Source: an optimization exercise on an open RTL-to-GDS flow (aim: small area, a short achievable clock period and few clock cycles). Production flows keep margins and buffers that such runs may drop.
In this exercise RTL edits were held to simulation tests only and were not proved equivalent to the original.
Power is estimated from default activity; no workload was simulated.

==> inputs of trial 22 <==
==> flow/design.v <==
module sipfc_codec (
    input  wire        clk,
    input  wire        rst,
    input  wire        req_valid,
    output wire        req_ready,
    input  wire [11:0] req_word,
    output reg         rsp_valid,
    input  wire        rsp_ready,
    output wire [2:0]  rsp_status,
    output reg  [15:0] rsp_data,
    output reg         rsp_empty,
    output reg         rsp_last,
    output reg         fault
);
    localparam [15:0] SEED  = 16'h147A;
    localparam [7:0]  START = 8'hFE;
    localparam [7:0]  ENDB  = 8'h0D;
    localparam [7:0]  ESC   = 8'hF0;
    localparam [2:0] S0 = 3'd0, S1 = 3'd1, S2 = 3'd2, S3 = 3'd3, S4 = 3'd4, S5 = 3'd5;
    function [15:0] ckstep(input [15:0] v, input [7:0] b);
        reg [7:0] rl, rh;
        reg [9:0] lo;
        begin
            rl = ~{v[6:0], v[15]};
            rh = ~v[14:7];
            lo = {2'b00, rl} + {2'b00, rh} + {2'b00, b};
            case (lo[9:8])
                2'd0:    ckstep = {rh,         lo[7:0]};
                2'd1:    ckstep = {rh + 8'd1,  lo[7:0]};
                default: ckstep = {rh + 8'd2,  lo[7:0]};
            endcase
        end
    endfunction
    reg [15:0] ck;
    reg [15:0] enc_ck;
    reg [7:0]  enc_buf [0:61];    
    reg [6:0]  enc_n;             
    reg [6:0]  enc_len;           
    reg [2:0]  dec_state;
    reg [7:0]  dec_buf [0:63];
    reg [6:0]  dec_len;
    reg        rdy_q;
    reg        a_v, b_v;
    reg [11:0] b_w;
    reg [7:0]  data;              
    reg        f_ck_init, f_ck_add, f_ck_read, f_enc_add, f_enc_frm,
               f_dec_add, f_dec_frm, f_dec_rst, f_ill;
    reg        d_fe, d_0d, d_f0;
    assign req_ready = rdy_q;
    reg        rsp_st;
    assign rsp_status = {2'b00, rsp_st};
    wire go = ~rsp_valid | rsp_ready;      
    localparam [2:0] P_ST0 = 3'd0, P_ST1 = 3'd1, P_RAW = 3'd2, P_HI = 3'd3,
                     P_LO  = 3'd4, P_E0  = 3'd5, P_E1  = 3'd6;
    reg        enc_str;       
    reg        dec_str;       
    reg [2:0]  eph;           
    reg [6:0]  idx;           
    reg        esc_ok;        
    wire       esc = esc_ok & (rsp_data[7:0] == START);
    wire [7:0] enc_rd = enc_buf[idx[5:0]];
    wire       raw_last = (idx + 7'd1 == enc_n);
    reg  [7:0] enc_byte;
    always @(*) begin
        case (eph)
            P_RAW:   enc_byte = enc_rd;
            P_HI:    enc_byte = enc_ck[15:8];
            P_LO:    enc_byte = enc_ck[7:0];
            P_E1:    enc_byte = ENDB;
            default: enc_byte = START;
        endcase
    end
    wire [7:0] enc_beat = esc ? ESC : enc_byte;
    wire       enc_last = ~esc & (eph == P_E1);
    wire [7:0] dec_rd  = dec_buf[idx[5:0]];
    wire       dec_lst = (idx + 7'd1 == dec_len);
    wire streaming = enc_str | dec_str;
    wire ex = go & a_v & ~streaming & ~fault;
    wire [6:0] enc_base    = (enc_len == 0) ? 7'd2 : enc_len;
    wire [6:0] enc_add_len = enc_base + (d_fe ? 7'd2 : 7'd1);
    wire       enc_add_ovf = (enc_len == 7'd64) || (enc_len == 7'd63 && d_fe);
    wire       hi_esc = (enc_ck[15:8] == START);
    wire       lo_esc = (enc_ck[7:0] == START);
    wire       enc_frm_ovf = (enc_len > 7'd60) ||
                             (enc_len == 7'd60 && (hi_esc || lo_esc)) ||
                             (enc_len == 7'd59 && hi_esc && lo_esc);
    reg [2:0] dec_nxt;
    reg       dec_app, dec_clr;
    reg       dec_done;
    always @(*) begin
        dec_nxt  = S0;
        dec_app  = 1'b0;
        dec_clr  = (dec_state == S5);
        dec_done = 1'b0;
        case (dec_state)
            S1: dec_nxt = d_fe ? S2 : S0;
            S2: begin
                dec_nxt = d_fe ? S2 : S3;
                dec_app = ~d_fe;
            end
            S3: begin
                dec_nxt = d_fe ? S4 : S3;
                dec_app = ~d_fe;
            end
            S4: begin
                if (d_fe) begin
                    dec_nxt = S2;
                    dec_clr = 1'b1;
                end else if (d_0d) begin
                    dec_nxt  = S5;
                    dec_done = 1'b1;
                end else if (d_f0) begin
                    dec_nxt = S3;
                    dec_app = 1'b1;
                end else begin
                    dec_nxt = S0;
                    dec_clr = 1'b1;
                end
            end
            default: dec_nxt = d_fe ? S1 : S0;    
        endcase
    end
    wire dec_add_ovf = dec_app & dec_len[6];
    wire overflow = (f_enc_add & enc_add_ovf) |
                    (f_enc_frm & enc_frm_ovf) |
                    (f_dec_add & dec_add_ovf);
    reg        push;
    reg        b_st, b_empty, b_last;
    reg [15:0] b_data;
    always @(*) begin
        push    = 1'b0;
        b_st    = 1'b0;
        b_empty = 1'b1;
        b_last  = 1'b1;
        b_data  = {8'h00, dec_rd};
        if (enc_str) begin
            push    = go;
            b_empty = 1'b0;
            b_last  = enc_last;
            b_data  = {8'h00, enc_beat};
        end else if (dec_str) begin
            push    = go;
            b_empty = 1'b0;
            b_last  = dec_lst;
        end else begin
            push = ex & ~overflow;
            b_st = f_ill;
            if (f_ck_read) begin
                b_empty = 1'b0;
                b_data  = ck;
            end
            if (f_dec_add) begin
                b_empty = 1'b0;
                b_data  = {15'd0, dec_done};
            end
            if (f_dec_frm && dec_len != 0) begin
                b_empty = 1'b0;
                b_last  = dec_lst;
            end
            if (f_enc_frm) begin
                b_empty = 1'b0;
                b_last  = 1'b0;
                b_data  = {8'h00, enc_beat};
            end
        end
    end
    wire enc_adv = go & (enc_str | (a_v & ~dec_str & ~fault & f_enc_frm & ~enc_frm_ovf));
    wire dec_adv = go & (dec_str | (a_v & ~enc_str & ~fault & f_dec_frm & dec_len != 0));
    wire fault_n = fault | (ex & overflow);
    wire ni_v    = req_valid & rdy_q;
    wire na_v = ex ? (b_v | ni_v) : (a_v | ni_v);
    wire nb_v = ex ? (b_v & ni_v) : (b_v | (a_v & ni_v));
    wire        a_ld  = ex | ~a_v;
    wire [11:0] a_src = (ex & b_v) ? b_w : req_word;
    wire [3:0]  s_op  = a_src[11:8];
    wire [7:0]  s_d   = a_src[7:0];
    wire        s_z   = (s_d == 8'h00);
    always @(posedge clk) begin
        if (a_ld) begin
            data      <= s_d;
            f_ck_init <= (s_op == 4'h0) & s_z;
            f_ck_add  <= (s_op == 4'h1);
            f_ck_read <= (s_op == 4'h2) & s_z;
            f_enc_add <= (s_op == 4'h3);
            f_enc_frm <= (s_op == 4'h4) & s_z;
            f_dec_add <= (s_op == 4'h5);
            f_dec_frm <= (s_op == 4'h6) & s_z;
            f_dec_rst <= (s_op == 4'h7) & s_z;
            f_ill     <= s_op[3] | (~s_z & (s_op == 4'h0 || s_op == 4'h2 || s_op == 4'h4 ||
                                            s_op == 4'h6 || s_op == 4'h7));
            d_fe      <= (s_d == START);
            d_0d      <= (s_d == ENDB);
            d_f0      <= (s_d == ESC);
        end
        if (!b_v || ex) b_w <= req_word;
        if (rst) begin
            rdy_q <= 1'b1;
            a_v   <= 1'b0;
            b_v   <= 1'b0;
        end else begin
            a_v   <= na_v;
            b_v   <= nb_v;
            rdy_q <= ~fault_n & ~nb_v;
        end
    end
    always @(posedge clk) begin
        if (rst) rsp_valid <= 1'b0;
        else if (go) rsp_valid <= push;
        if (go) begin
            rsp_st    <= b_st;
            rsp_data  <= b_data;
            rsp_empty <= b_empty;
            rsp_last  <= b_last;
        end
    end
    always @(posedge clk) begin
        if (rst) begin
            enc_str <= 1'b0;
            dec_str <= 1'b0;
            eph     <= P_HI;
            idx     <= 7'd0;
            esc_ok  <= 1'b0;
        end else begin
            if (go) esc_ok <= 1'b0;
            if (enc_adv) begin
                enc_str <= ~enc_last;
                if (!esc) begin
                    case (eph)
                        P_ST0: eph <= P_ST1;
                        P_ST1: eph <= P_RAW;
                        P_RAW: begin
                            idx    <= idx + 7'd1;
                            esc_ok <= 1'b1;
                            if (raw_last) eph <= P_HI;
                        end
                        P_HI: begin
                            eph    <= P_LO;
                            esc_ok <= 1'b1;
                        end
                        P_LO: begin
                            eph    <= P_E0;
                            esc_ok <= 1'b1;
                        end
                        P_E0: eph <= P_E1;
                        default: begin       
                            eph <= P_HI;
                            idx <= 7'd0;
                        end
                    endcase
                end
            end else if (dec_adv) begin
                dec_str <= ~dec_lst;
                idx     <= dec_lst ? 7'd0 : idx + 7'd1;
            end
            if (ex && f_enc_add && !enc_add_ovf) eph <= P_ST0;
        end
    end
    integer k;
    wire enc_done = enc_adv & ~esc & (eph == P_E1);
    always @(posedge clk) begin
        if (rst) begin
            ck        <= SEED;
            enc_ck    <= SEED;
            enc_n     <= 7'd0;
            enc_len   <= 7'd0;
            dec_state <= S0;
            dec_len   <= 7'd0;
            fault     <= 1'b0;
        end else begin
            fault <= fault_n;
            if (enc_done) begin
                enc_n   <= 7'd0;
                enc_len <= 7'd0;
                enc_ck  <= SEED;
            end
            if (ex && !overflow) begin
                if (f_ck_init) ck <= SEED;
                if (f_ck_add)  ck <= ckstep(ck, data);
                if (f_enc_add) begin
                    enc_ck  <= ckstep(enc_ck, data);
                    enc_n   <= enc_n + 7'd1;
                    enc_len <= enc_add_len;
                end
                if (f_dec_add) begin
                    dec_state <= dec_nxt;
                    if (dec_app) dec_len <= dec_len + 7'd1;
                    if (dec_clr) dec_len <= 7'd0;
                end
                if (f_dec_rst) begin
                    dec_state <= S0;
                    dec_len   <= 7'd0;
                end
            end
        end
    end
    wire enc_we = f_enc_add;
    wire dec_we = f_dec_add & dec_app & ~dec_len[6];
    always @(posedge clk) begin
        for (k = 0; k < 62; k = k + 1)
            if (enc_we && enc_n[5:0] == k)
                enc_buf[k] <= data;
        for (k = 0; k < 64; k = k + 1)
            if (dec_we && dec_len[5:0] == k)
                dec_buf[k] <= (dec_state == S4) ? START : data;
    end
endmodule
==> flow/flow/run.sh <==
#!/bin/bash
# Standard ORFS layout (the standard.sh, unchanged synthesis), asking the
# resizer's setup repair for more slack than the clock period needs. The clock
# period and the SDC are the standard flow's.
set -euo pipefail
bash standard.sh SETUP_SLACK_MARGIN=6.5 finish > standard_finish.log 2>&1
==> flow/standard.sh <==
#!/bin/bash
# synth_recipe.tcl (not shown) runs the flow's synth.tcl, then flattens the netlist and writes it again
# the make line also repeats each setting of config.mk as NAME=value (left out here)
make -C /OpenROAD-flow-scripts/flow DESIGN_CONFIG=/design/flow/config.mk WORK_HOME=/design/flow/orfs CLKGATE_MAP_FILE= SYNTH_SCRIPT=/design/flow/synth_recipe.tcl "${@:-finish}"
==> flow/config.mk <==
export PLATFORM = sky130hd
export DESIGN_NAME = sipfc_codec
export DESIGN_NICKNAME = sipfc_codec
export VERILOG_FILES = /design/flow/design.v
export SDC_FILE = /design/flow/constraint.sdc
export NUM_CORES = 4
export LEC_CHECK = 0
export CAP_MARGIN = 20
export CORE_MARGIN = 2
export CORE_UTILIZATION = 40
export CTS_CLUSTER_DIAMETER = 80
export CTS_CLUSTER_SIZE = 24
export SLEW_MARGIN = 20
==> flow/constraint.sdc <==
create_clock -name core_clock -period 10.0 [get_ports {clk}]
set_input_delay 2.0000 -clock core_clock [delete_from_list [all_inputs] [get_ports {clk}]]
set_output_delay 2.0000 -clock core_clock [all_outputs]
set_load 0.01 [all_outputs]
==> trial 94 (differences from trial 22) <==
--- a/flow/design.v
+++ b/flow/design.v
@@ -57,7 +57,9 @@
     reg [2:0]  eph;           
-    reg [6:0]  idx;           
+    reg [6:0]  ptr;           
+    reg [7:0]  rd_enc;        
+    reg [7:0]  rd_dec;        
     reg        esc_ok;        
     wire       esc = esc_ok & (rsp_data[7:0] == START);
-    wire [7:0] enc_rd = enc_buf[idx[5:0]];
-    wire       raw_last = (idx + 7'd1 == enc_n);
+    wire [7:0] enc_rd = enc_buf[ptr[5:0]];
+    wire       raw_last = (ptr == enc_n);
     reg  [7:0] enc_byte;
@@ -65,3 +67,3 @@
         case (eph)
-            P_RAW:   enc_byte = enc_rd;
+            P_RAW:   enc_byte = rd_enc;
             P_HI:    enc_byte = enc_ck[15:8];
@@ -74,4 +76,4 @@
     wire       enc_last = ~esc & (eph == P_E1);
-    wire [7:0] dec_rd  = dec_buf[idx[5:0]];
-    wire       dec_lst = (idx + 7'd1 == dec_len);
+    wire [7:0] dec_rd  = dec_buf[ptr[5:0]];
+    wire       dec_lst = (ptr == dec_len);
     wire streaming = enc_str | dec_str;
@@ -134,3 +136,3 @@
         b_last  = 1'b1;
-        b_data  = {8'h00, dec_rd};
+        b_data  = {8'h00, rd_dec};
         if (enc_str) begin
@@ -173,23 +175,25 @@
     wire        a_ld  = ex | ~a_v;
-    wire [11:0] a_src = (ex & b_v) ? b_w : req_word;
-    wire [3:0]  s_op  = a_src[11:8];
-    wire [7:0]  s_d   = a_src[7:0];
-    wire        s_z   = (s_d == 8'h00);
-    always @(posedge clk) begin
-        if (a_ld) begin
-            data      <= s_d;
-            f_ck_init <= (s_op == 4'h0) & s_z;
-            f_ck_add  <= (s_op == 4'h1);
-            f_ck_read <= (s_op == 4'h2) & s_z;
-            f_enc_add <= (s_op == 4'h3);
-            f_enc_frm <= (s_op == 4'h4) & s_z;
-            f_dec_add <= (s_op == 4'h5);
-            f_dec_frm <= (s_op == 4'h6) & s_z;
-            f_dec_rst <= (s_op == 4'h7) & s_z;
-            f_ill     <= s_op[3] | (~s_z & (s_op == 4'h0 || s_op == 4'h2 || s_op == 4'h4 ||
-                                            s_op == 4'h6 || s_op == 4'h7));
-            d_fe      <= (s_d == START);
-            d_0d      <= (s_d == ENDB);
-            d_f0      <= (s_d == ESC);
+    wire        a_fromb = ex & b_v;      
+    function [19:0] decode(input [11:0] w);
+        reg [3:0] o;
+        reg [7:0] d;
+        reg       z;
+        begin
+            o = w[11:8];
+            d = w[7:0];
+            z = (d == 8'h00);
+            decode = {(o == 4'h0) & z, (o == 4'h1), (o == 4'h2) & z, (o == 4'h3),
+                      (o == 4'h4) & z, (o == 4'h5), (o == 4'h6) & z, (o == 4'h7) & z,
+                      o[3] | (~z & (o == 4'h0 || o == 4'h2 || o == 4'h4 ||
+                                    o == 4'h6 || o == 4'h7)),
+                      (d == START), (d == ENDB), (d == ESC), d};
         end
+    endfunction
+    wire [19:0] dec_req = decode(req_word);
+    wire [19:0] dec_b   = decode(b_w);
+    wire [19:0] a_nxt   = a_fromb ? dec_b : dec_req;
+    always @(posedge clk) begin
+        if (a_ld)
+            {f_ck_init, f_ck_add, f_ck_read, f_enc_add, f_enc_frm, f_dec_add,
+             f_dec_frm, f_dec_rst, f_ill, d_fe, d_0d, d_f0, data} <= a_nxt;
         if (!b_v || ex) b_w <= req_word;
@@ -220,3 +224,3 @@
             eph     <= P_HI;
-            idx     <= 7'd0;
+            ptr     <= 7'd1;
             esc_ok  <= 1'b0;
@@ -231,3 +235,3 @@
                         P_RAW: begin
-                            idx    <= idx + 7'd1;
+                            ptr    <= ptr + 7'd1;
                             esc_ok <= 1'b1;
@@ -246,3 +250,3 @@
                             eph <= P_HI;
-                            idx <= 7'd0;
+                            ptr <= 7'd1;
                         end
@@ -252,3 +256,3 @@
                 dec_str <= ~dec_lst;
-                idx     <= dec_lst ? 7'd0 : idx + 7'd1;
+                ptr     <= dec_lst ? 7'd1 : ptr + 7'd1;
             end
@@ -257,2 +261,13 @@
     end
+    wire enc_we = f_enc_add;
+    wire dec_we = f_dec_add & ~dec_len[6];
+    wire       enc_fetch = enc_adv & ~esc;
+    wire [7:0] dec_wbyte = (dec_state == S4) ? START : data;
+    wire [7:0] slot0_nxt = (dec_we && dec_len[5:0] == 6'd0) ? dec_wbyte : dec_buf[0];
+    always @(posedge clk) begin
+        if (enc_fetch && eph == P_ST0)      rd_enc <= enc_buf[0];
+        else if (enc_fetch && eph == P_RAW) rd_enc <= enc_rd;
+        if (dec_adv && !dec_lst)            rd_dec <= dec_rd;
+        else if (!dec_str || dec_adv)       rd_dec <= slot0_nxt;
+    end
     integer k;
@@ -295,4 +310,2 @@
     end
-    wire enc_we = f_enc_add;
-    wire dec_we = f_dec_add & dec_app & ~dec_len[6];
     always @(posedge clk) begin
@@ -303,3 +316,3 @@
             if (dec_we && dec_len[5:0] == k)
-                dec_buf[k] <= (dec_state == S4) ? START : data;
+                dec_buf[k] <= dec_wbyte;
     end
--- a/flow/flow/run.sh
+++ b/flow/flow/run.sh
@@ -5,2 +5,2 @@
 set -euo pipefail
-bash standard.sh SETUP_SLACK_MARGIN=6.5 finish > standard_finish.log 2>&1
+bash standard.sh SETUP_SLACK_MARGIN=6.7 finish > standard_finish.log 2>&1
==> build 58 (differences from trial 22) <==
--- a/flow/design.v
+++ b/flow/design.v
@@ -295,4 +295,4 @@
     end
-    wire enc_we = f_enc_add;
-    wire dec_we = f_dec_add & dec_app & ~dec_len[6];
+    wire enc_we = ex & f_enc_add;
+    wire dec_we = ex & f_dec_add & dec_app;
     always @(posedge clk) begin
--- a/flow/config.mk
+++ b/flow/config.mk
@@ -10,4 +10,2 @@
 export CORE_UTILIZATION = 40
-export CTS_CLUSTER_DIAMETER = 80
-export CTS_CLUSTER_SIZE = 24
 export SLEW_MARGIN = 20
==> run summary <==
Between trial 94 and build 58, the lower non-clock buffer count is in build 58 (gap 30). Power, lowest first: trial 22, trial 94, build 58. Wire length, lowest first: trial 94, trial 22, build 58. Against build 58, the clock skew of trial 22 is higher by 18 ps. Maximum frequency, highest first: trial 94, build 58, trial 22. Register-to-register slack: build 58 is worse than trial 94 (320 ps). In trial 22 the utilization is higher than in trial 94, by 0.49 points. The highest die area belongs to build 58, the lowest to trial 94.
Testbench counts of trial 22, summed over its fixed seeds: cycles 41,225.
Testbench counts of trial 94, summed over its fixed seeds: cycles 41,225.
Testbench counts of build 58, summed over its fixed seeds: cycles 41,225.

[port drivers added, routing unchanged]
No port has a modelled driver above. Below, the same layouts with a new extraction and two added sets of constraints.
Step 1 sets driving cells, clkbuf_16 on the clock port and buf_2 on the other inputs (assumed; they add their load-dependent delay and slew).
Step 2 adds t to the input delays and takes it off the output delays; t is the mean of the earliest and latest rising clock arrival at the registers after step 1. Input paths then give back, and output paths get back, about the clock's delay inside the block.
a / b / c = ideal / step 1 / step 2; a / b = the first two.
| run | t (ns) | slack for setup (ns) | hold slack, ns | clock arrival spread, ns | worst data-port slew with drivers (ns) |
|---|---|---|---|---|---|
| trial 22 | 0.750 | 6.326 / 6.326 / 5.867 | 0.506 / 0.506 / 0.506 | 0.055 / 0.055 | 0.05 |
| trial 94 | 0.772 | 6.672 / 6.637 / 5.938 | 0.477 / 0.477 / 0.477 | 0.049 / 0.048 | 0.04 |
| build 58 | 0.770 | 6.364 / 6.364 / 5.793 | 0.508 / 0.508 / 0.508 | 0.031 / 0.031 | 0.03 |
After both steps every run listed still meets setup and hold. The setup slack of trial 94, which loses most, moves by -0.035 ns with the drivers and by -0.734 ns with both steps.
